Source: an optimization exercise on an open RTL-to-GDS flow (aim: small area and a short achievable clock period). Production flows keep margins and buffers that such runs may drop.
The RTL was checked by simulation tests, not by an equivalence proof against the original design.
No activity file was given, so power comes from the tool's default toggle rates.

==> inputs of job 544 <==
## fsk_rx
module fsk_rx (
    input  wire        clk,
    input  wire        rst,           
    input  wire        in_valid,
    input  wire [15:0] in_i,
    input  wire [15:0] in_q,
    output reg         db_valid,
    output wire [7:0]  db_level,
    output wire [31:0] db_maxsq,
    output reg         hit_valid,
    output reg         byte_valid,
    output wire [7:0]  byte_data,
    output reg         byte_first,
    output reg         byte_last
);
export LEC_CHECK = 0
export CAP_MARGIN = 20
export CORE_MARGIN = 2
export CORE_UTILIZATION = 40
export SLEW_MARGIN = 20
create_clock -name core_clock -period 12.0 [get_ports {clk}]
standard.sh (not shown) runs the stock make flow with config.mk's settings and CLKGATE_MAP_FILE= SYNTH_SCRIPT=/design/flow/synth_recipe.tcl, a recipe that flattens the netlist after the stock synthesis.
==> flow/flow/run.sh <==
#!/bin/bash
set -euo pipefail
bash standard.sh "BUFFER_PORTS_ARGS=-buffer_cell sky130_fd_sc_hd__buf_2" SETUP_SLACK_MARGIN=8.7 finish > standard.log 2>&1
==> job 4023: changes against job 544 <==
--- a/flow/design.v
+++ b/flow/design.v
@@ -648,28 +648,20 @@
             default: db_thr = {32{r[7]}};    
             endcase
         end
     endfunction
     reg  [7:0] lvl;           
     reg  [7:0] sar_bit;       
     reg        sar_cmp;       
-    reg  [3:0] b_gt;          
-    reg  [3:1] b_eq;          
+    reg [31:0] thr;
     wire [7:0] r_cur   = {~lvl[7], lvl[6:0]};
     wire [7:0] r_trial = r_cur | sar_bit;
-    wire [31:0] thr    = db_thr(r_trial);
-    wire       r_keep  = sar_cmp & (b_gt[3] | (b_eq[3] & (b_gt[2] | (b_eq[2] & (b_gt[1] | (b_eq[1] & b_gt[0]))))));
+    wire       r_keep  = sar_cmp & (xmax >= thr);
     always @(posedge clk) begin
-        b_gt[3] <= (xmax[31:24] >  thr[31:24]);
-        b_gt[2] <= (xmax[23:16] >  thr[23:16]);
-        b_gt[1] <= (xmax[15:8]  >  thr[15:8]);
-        b_gt[0] <= (xmax[7:0]   >= thr[7:0]);
-        b_eq[3] <= (xmax[31:24] == thr[31:24]);
-        b_eq[2] <= (xmax[23:16] == thr[23:16]);
-        b_eq[1] <= (xmax[15:8]  == thr[15:8]);
+        thr <= db_thr(r_trial);
         if (rst) begin
             sar_bit  <= 8'd0;
             sar_cmp  <= 1'b0;
             db_valid <= 1'b0;
         end else begin
             if (buf_done2)
                 sar_bit <= 8'h80;
@@ -720,16 +712,15 @@
     wire na1     = na[4];
     wire db0_one = nb[1] ^ nb[0];
     wire db0_two = (nb[2] & ~nb[1] & ~nb[0]) | (~nb[2] & nb[1] & nb[0]);
     wire nb0     = ~nb[2];
     wire db1_one = nb[3] ^ nb[2];
     wire db1_two = (nb[4] & ~nb[3] & ~nb[2]) | (~nb[4] & nb[3] & nb[2]);
     wire nb1     = ~nb[4];
-    reg  acc_clr;               
-    wire acc_en  = ~acc_clr;
+    wire acc_en  = ~st[1];
     wire [21:0] xs_s, xs_c;
   wire xt_1, xt_2, xt_3, xt_4, xt_5, xt_6, xt_7, xt_8, xt_9, xt_10, xt_11, xt_12, xt_13, xt_14, xt_15, xt_16;
   wire xt_17, xt_18, xt_19, xt_20, xt_21, xt_22, xt_23, xt_24, xt_25, xt_26, xt_27, xt_28, xt_29, xt_30, xt_31, xt_32;
   wire xt_33, xt_34, xt_35, xt_36, xt_37, xt_38, xt_39, xt_40, xt_41, xt_42, xt_43, xt_44, xt_45, xt_46, xt_47, xt_48;
   wire xt_49, xt_50, xt_51, xt_52, xt_53, xt_54, xt_55, xt_56, xt_57, xt_58, xt_59, xt_60, xt_61, xt_62, xt_63, xt_64;
   wire xt_65, xt_66, xt_67, xt_68, xt_69, xt_70, xt_71, xt_72, xt_73, xt_74, xt_75, xt_76, xt_77, xt_78, xt_79, xt_80;
   wire xt_81, xt_82, xt_83, xt_84, xt_85, xt_86, xt_87, xt_88, xt_89, xt_90, xt_91, xt_92, xt_93, xt_94, xt_95, xt_96;
@@ -837,76 +828,70 @@
   assign xt_101 = ~(xt_62 ^ xt_63);
   assign xt_102 = xt_62 | xt_63;
   assign xt_103 = ~(xt_64 ^ xt_65);
   assign xt_104 = xt_64 | xt_65;
   assign xs_s = {1'b1, 1'b1, xt_104, xt_102, xt_100, xt_98, xt_96, xt_94, xt_92, xt_90, xt_88, xt_86, xt_84, xt_82, xt_80, xt_78, xt_76, xt_74, xt_72, xt_70, xt_68, xt_67};
   assign xs_c = {1'b0, 1'b0, xt_66, xt_103, xt_101, xt_99, xt_97, xt_95, xt_93, xt_91, xt_89, xt_87, xt_85, xt_83, xt_81, xt_79, xt_77, xt_75, xt_73, xt_71, xt_69, nb0};
     always @(posedge clk) begin
-        acc_clr <= st[0];
         ps     <= xs_s;
         pc     <= xs_c;
         acc    <= ({{4{acc[21]}}, acc[21:4]} & {22{acc_en}}) + ps + pc;
         acc_nz <= (acc[3:0] != 4'd0) | (acc_nz & ~st[2]);
     end
     wire bit_valid = st[5];
     wire bit_val   = ~acc[21] & ((acc != 22'd0) | acc_nz);
-    function [5:0] sync_next(input [4:0] q, input b);
-        begin
-            sync_next = (q[4] ? (q[3] ? (q[2] ? (q[1] ? (q[0] ? (b ? 6'd32 : 6'd1) : (b ? 6'd2 : 6'd31)) : (q[0] ? (b ? 6'd2 : 6'd30) : (b ? 6'd0 : 6'd29))) : (q[1] ? (q[0] ? (b ? 6'd28 : 6'd4) : (b ? 6'd27 : 6'd1)) : (q[0] ? (b ? 6'd26 : 6'd1) : (b ? 6'd3 : 6'd25)))) : (q[2] ? (q[1] ? (q[0] ? (b ? 6'd24 : 6'd1) : (b ? 6'd2 : 6'd23)) : (q[0] ? (b ? 6'd2 : 6'd22) : (b ? 6'd3 : 6'd21))) : (q[1] ? (q[0] ? (b ? 6'd20 : 6'd1) : (b ? 6'd5 : 6'd19)) : (q[0] ? (b ? 6'd0 : 6'd18) : (b ? 6'd17 : 6'd1))))) : (q[3] ? (q[2] ? (q[1] ? (q[0] ? (b ? 6'd16 : 6'd1) : (b ? 6'd0 : 6'd15)) : (q[0] ? (b ? 6'd14 : 6'd1) : (b ? 6'd13 : 6'd1))) : (q[1] ? (q[0] ? (b ? 6'd12 : 6'd4) : (b ? 6'd11 : 6'd6)) : (q[0] ? (b ? 6'd10 : 6'd1) : (b ? 6'd0 : 6'd9)))) : (q[2] ? (q[1] ? (q[0] ? (b ? 6'd8 : 6'd1) : (b ? 6'd7 : 6'd1)) : (q[0] ? (b ? 6'd3 : 6'd6) : (b ? 6'd5 : 6'd1))) : (q[1] ? (q[0] ? (b ? 6'd0 : 6'd4) : (b ? 6'd3 : 6'd1)) : (q[0] ? (b ? 6'd2 : 6'd1) : (b ? 6'd0 : 6'd1))))));
-        end
-    endfunction
-    reg [7:0]  shreg;
+    reg [31:0] win;
     reg [11:0] cnt;
     reg        in_hdr, in_pay;
-    wire [7:0] byte_now = {bit_val, shreg[7:1]};
-    wire [5:0] q_next   = sync_next(cnt[4:0], bit_val);
-    wire       byte_end = (cnt[2:0] == 3'd0);
-    wire       cnt_zero = (cnt == 12'd0);
-    assign byte_data = shreg;
+    wire [31:0] win_next = {bit_val, win[31:1]};
+    wire        sync_hit = (cnt[4:0] == 5'd0) && (win_next == SYNC_WORD);
+    wire        byte_end = (cnt[2:0] == 3'd0);
+    wire        cnt_zero = (cnt == 12'd0);
+    assign byte_data = win[31:24];
     always @(posedge clk) begin
         if (bit_valid)
-            shreg <= byte_now;
+            win <= win_next;
     end
     always @(posedge clk) begin
         if (rst) begin
             in_hdr     <= 1'b0;
             in_pay     <= 1'b0;
-            cnt        <= 12'd0;
+            cnt        <= 12'd31;
             hit_valid  <= 1'b0;
             byte_valid <= 1'b0;
             byte_first <= 1'b0;
             byte_last  <= 1'b0;
         end else begin
             hit_valid  <= 1'b0;
             byte_valid <= 1'b0;
             if (bit_valid) begin
                 if (in_hdr) begin
                     byte_valid <= byte_end;
                     byte_first <= (cnt[3:0] == 4'd8);
                     byte_last  <= 1'b0;
                     if (cnt_zero) begin
-                        cnt    <= {byte_now + 9'd2, 3'b111};
+                        cnt    <= {win_next[31:24] + 9'd2, 3'b111};
                         in_hdr <= 1'b0;
                         in_pay <= 1'b1;
                     end else
                         cnt <= cnt - 12'd1;
                 end else if (in_pay) begin
                     byte_valid <= byte_end;
                     byte_first <= 1'b0;
                     byte_last  <= cnt_zero;
                     if (cnt_zero) begin
-                        cnt    <= 12'd0;
+                        cnt    <= 12'd31;
                         in_pay <= 1'b0;
                     end else
                         cnt <= cnt - 12'd1;
                 end else begin
-                    if (q_next[5]) begin
+                    if (sync_hit) begin
                         hit_valid <= 1'b1;
                         in_hdr    <= 1'b1;
                         cnt       <= 12'd15;
-                    end else
-                        cnt       <= {7'd0, q_next[4:0]};
+                    end else if (cnt[4:0] != 5'd0)
+                        cnt <= cnt - 12'd1;
                 end
             end
         end
     end
 endmodule
==> flow/run.sh (new file) <==
#!/bin/bash
# synth_recipe.tcl (not shown) runs the flow's synth.tcl, then flattens the netlist and writes it again
# the make line also repeats each setting of config.mk as NAME=value (left out here)
make -C /OpenROAD-flow-scripts/flow DESIGN_CONFIG=/design/flow/config.mk WORK_HOME=/design/flow/orfs CLKGATE_MAP_FILE= SYNTH_SCRIPT=/design/flow/synth_recipe.tcl finish
removed: flow/flow/run.sh
removed: flow/standard.sh
==> job 8072: changes against job 544 <==
--- a/flow/design.v
+++ b/flow/design.v
@@ -648,28 +648,20 @@
             default: db_thr = {32{r[7]}};    
             endcase
         end
     endfunction
     reg  [7:0] lvl;           
     reg  [7:0] sar_bit;       
     reg        sar_cmp;       
-    reg  [3:0] b_gt;          
-    reg  [3:1] b_eq;          
+    reg [31:0] thr;
     wire [7:0] r_cur   = {~lvl[7], lvl[6:0]};
     wire [7:0] r_trial = r_cur | sar_bit;
-    wire [31:0] thr    = db_thr(r_trial);
-    wire       r_keep  = sar_cmp & (b_gt[3] | (b_eq[3] & (b_gt[2] | (b_eq[2] & (b_gt[1] | (b_eq[1] & b_gt[0]))))));
+    wire       r_keep  = sar_cmp & (xmax >= thr);
     always @(posedge clk) begin
-        b_gt[3] <= (xmax[31:24] >  thr[31:24]);
-        b_gt[2] <= (xmax[23:16] >  thr[23:16]);
-        b_gt[1] <= (xmax[15:8]  >  thr[15:8]);
-        b_gt[0] <= (xmax[7:0]   >= thr[7:0]);
-        b_eq[3] <= (xmax[31:24] == thr[31:24]);
-        b_eq[2] <= (xmax[23:16] == thr[23:16]);
-        b_eq[1] <= (xmax[15:8]  == thr[15:8]);
+        thr <= db_thr(r_trial);
         if (rst) begin
             sar_bit  <= 8'd0;
             sar_cmp  <= 1'b0;
             db_valid <= 1'b0;
         end else begin
             if (buf_done2)
                 sar_bit <= 8'h80;
@@ -720,16 +712,15 @@
     wire na1     = na[4];
     wire db0_one = nb[1] ^ nb[0];
     wire db0_two = (nb[2] & ~nb[1] & ~nb[0]) | (~nb[2] & nb[1] & nb[0]);
     wire nb0     = ~nb[2];
     wire db1_one = nb[3] ^ nb[2];
     wire db1_two = (nb[4] & ~nb[3] & ~nb[2]) | (~nb[4] & nb[3] & nb[2]);
     wire nb1     = ~nb[4];
-    reg  acc_clr;               
-    wire acc_en  = ~acc_clr;
+    wire acc_en  = ~st[1];
     wire [21:0] xs_s, xs_c;
   wire xt_1, xt_2, xt_3, xt_4, xt_5, xt_6, xt_7, xt_8, xt_9, xt_10, xt_11, xt_12, xt_13, xt_14, xt_15, xt_16;
   wire xt_17, xt_18, xt_19, xt_20, xt_21, xt_22, xt_23, xt_24, xt_25, xt_26, xt_27, xt_28, xt_29, xt_30, xt_31, xt_32;
   wire xt_33, xt_34, xt_35, xt_36, xt_37, xt_38, xt_39, xt_40, xt_41, xt_42, xt_43, xt_44, xt_45, xt_46, xt_47, xt_48;
   wire xt_49, xt_50, xt_51, xt_52, xt_53, xt_54, xt_55, xt_56, xt_57, xt_58, xt_59, xt_60, xt_61, xt_62, xt_63, xt_64;
   wire xt_65, xt_66, xt_67, xt_68, xt_69, xt_70, xt_71, xt_72, xt_73, xt_74, xt_75, xt_76, xt_77, xt_78, xt_79, xt_80;
   wire xt_81, xt_82, xt_83, xt_84, xt_85, xt_86, xt_87, xt_88, xt_89, xt_90, xt_91, xt_92, xt_93, xt_94, xt_95, xt_96;
@@ -837,15 +828,14 @@
   assign xt_101 = ~(xt_62 ^ xt_63);
   assign xt_102 = xt_62 | xt_63;
   assign xt_103 = ~(xt_64 ^ xt_65);
   assign xt_104 = xt_64 | xt_65;
   assign xs_s = {1'b1, 1'b1, xt_104, xt_102, xt_100, xt_98, xt_96, xt_94, xt_92, xt_90, xt_88, xt_86, xt_84, xt_82, xt_80, xt_78, xt_76, xt_74, xt_72, xt_70, xt_68, xt_67};
   assign xs_c = {1'b0, 1'b0, xt_66, xt_103, xt_101, xt_99, xt_97, xt_95, xt_93, xt_91, xt_89, xt_87, xt_85, xt_83, xt_81, xt_79, xt_77, xt_75, xt_73, xt_71, xt_69, nb0};
     always @(posedge clk) begin
-        acc_clr <= st[0];
         ps     <= xs_s;
         pc     <= xs_c;
         acc    <= ({{4{acc[21]}}, acc[21:4]} & {22{acc_en}}) + ps + pc;
         acc_nz <= (acc[3:0] != 4'd0) | (acc_nz & ~st[2]);
     end
     wire bit_valid = st[5];
     wire bit_val   = ~acc[21] & ((acc != 22'd0) | acc_nz);
==> flow/flow/run.sh (replaced) <==
#!/bin/bash
set -euo pipefail
bash standard.sh "BUFFER_PORTS_ARGS=-buffer_cell sky130_fd_sc_hd__buf_2" SETUP_SLACK_MARGIN=8.5 finish > standard.log 2>&1
--- a/flow/config.mk
+++ b/flow/config.mk
@@ -4,8 +4,9 @@
 export VERILOG_FILES = /design/flow/design.v
 export SDC_FILE = /design/flow/constraint.sdc
 export NUM_CORES = 4
 export LEC_CHECK = 0
 export CAP_MARGIN = 20
 export CORE_MARGIN = 2
 export CORE_UTILIZATION = 40
+export PLACE_DENSITY = 0.75
 export SLEW_MARGIN = 20
==> notes <==
Sequential cell count: job 544 < job 8072 < job 4023.
Of job 4023 and job 8072, job 8072 has the higher first-iteration DRC count (gap about 24%, measured against job 8072).
Synthesized area: job 4023 > job 8072 > job 544.
Clock power, lowest first: job 544, job 8072, job 4023.
The highest design area belongs to job 544, the lowest to job 8072.
==> figures <==
item                                                                        job 4023                   job 544                job 8072
Worst flop-to-flop path startpoint                                             st[1]                sar_bit[7]                  m_t[2]
CTS Buf Count                                                                     51                        46                      47
Non-Filler Instances                                                            4182                      4319                    4277
Share of the synthesized area in the top cell type                            20.26%                    19.11%                  20.62%
Library cell with the highest instance count after synthesis  sky130_fd_sc_hd__inv_1  sky130_fd_sc_hd__dfxtp_1  sky130_fd_sc_hd__inv_1
Status                                              no timing/DRC/antenna violations  no timing/DRC/antenna violations  no timing/DRC/antenna violations
Via/cell ratio                                                                 5.532                     5.586                   5.684
Final core utilization                                                        44.73%                    47.50%                  45.43%
Internal portion of total power                                             4.708 mW                  4.852 mW                4.697 mW
Tap cells                                                                        978                       969                     969
End point of the worst hold path                                           buf_done2                   acc_clr               buf_done2

==> separate check: timing with driven ports <==
The flow's constraints put no driver on any port. The routed layouts listed below were extracted and timed again, unchanged, in two steps.
Step 1: set_driving_cell puts a clkbuf_16 on clk and a buf_2 on each other input, an assumption about the parent block.
Step 2 also shifts input and output timing later by t, the mid clock arrival at the registers, as if the neighbouring blocks saw the same clock.
a / b / c = ideal / step 1 / step 2; a / b = the first two.
run	shift t [ns]	setup slack, ns	worst setup path after step 2	slew at the worst register clock pin (ns)	pins driven straight from the clock port
job 544	0.651	8.331 / 8.271 / 8.332	register to register	0.06 / 0.06	1
job 4023	0.684	7.801 / 7.737 / 8.079	register to register	0.07 / 0.07	1
job 8072	0.651	8.306 / 8.251 / 8.157	input to register	0.07 / 0.07	1
After both steps every run listed still meets setup and hold. For job 8072, which loses most, drivers alone change the setup slack by -0.055 ns; drivers and shift together by -0.149 ns.
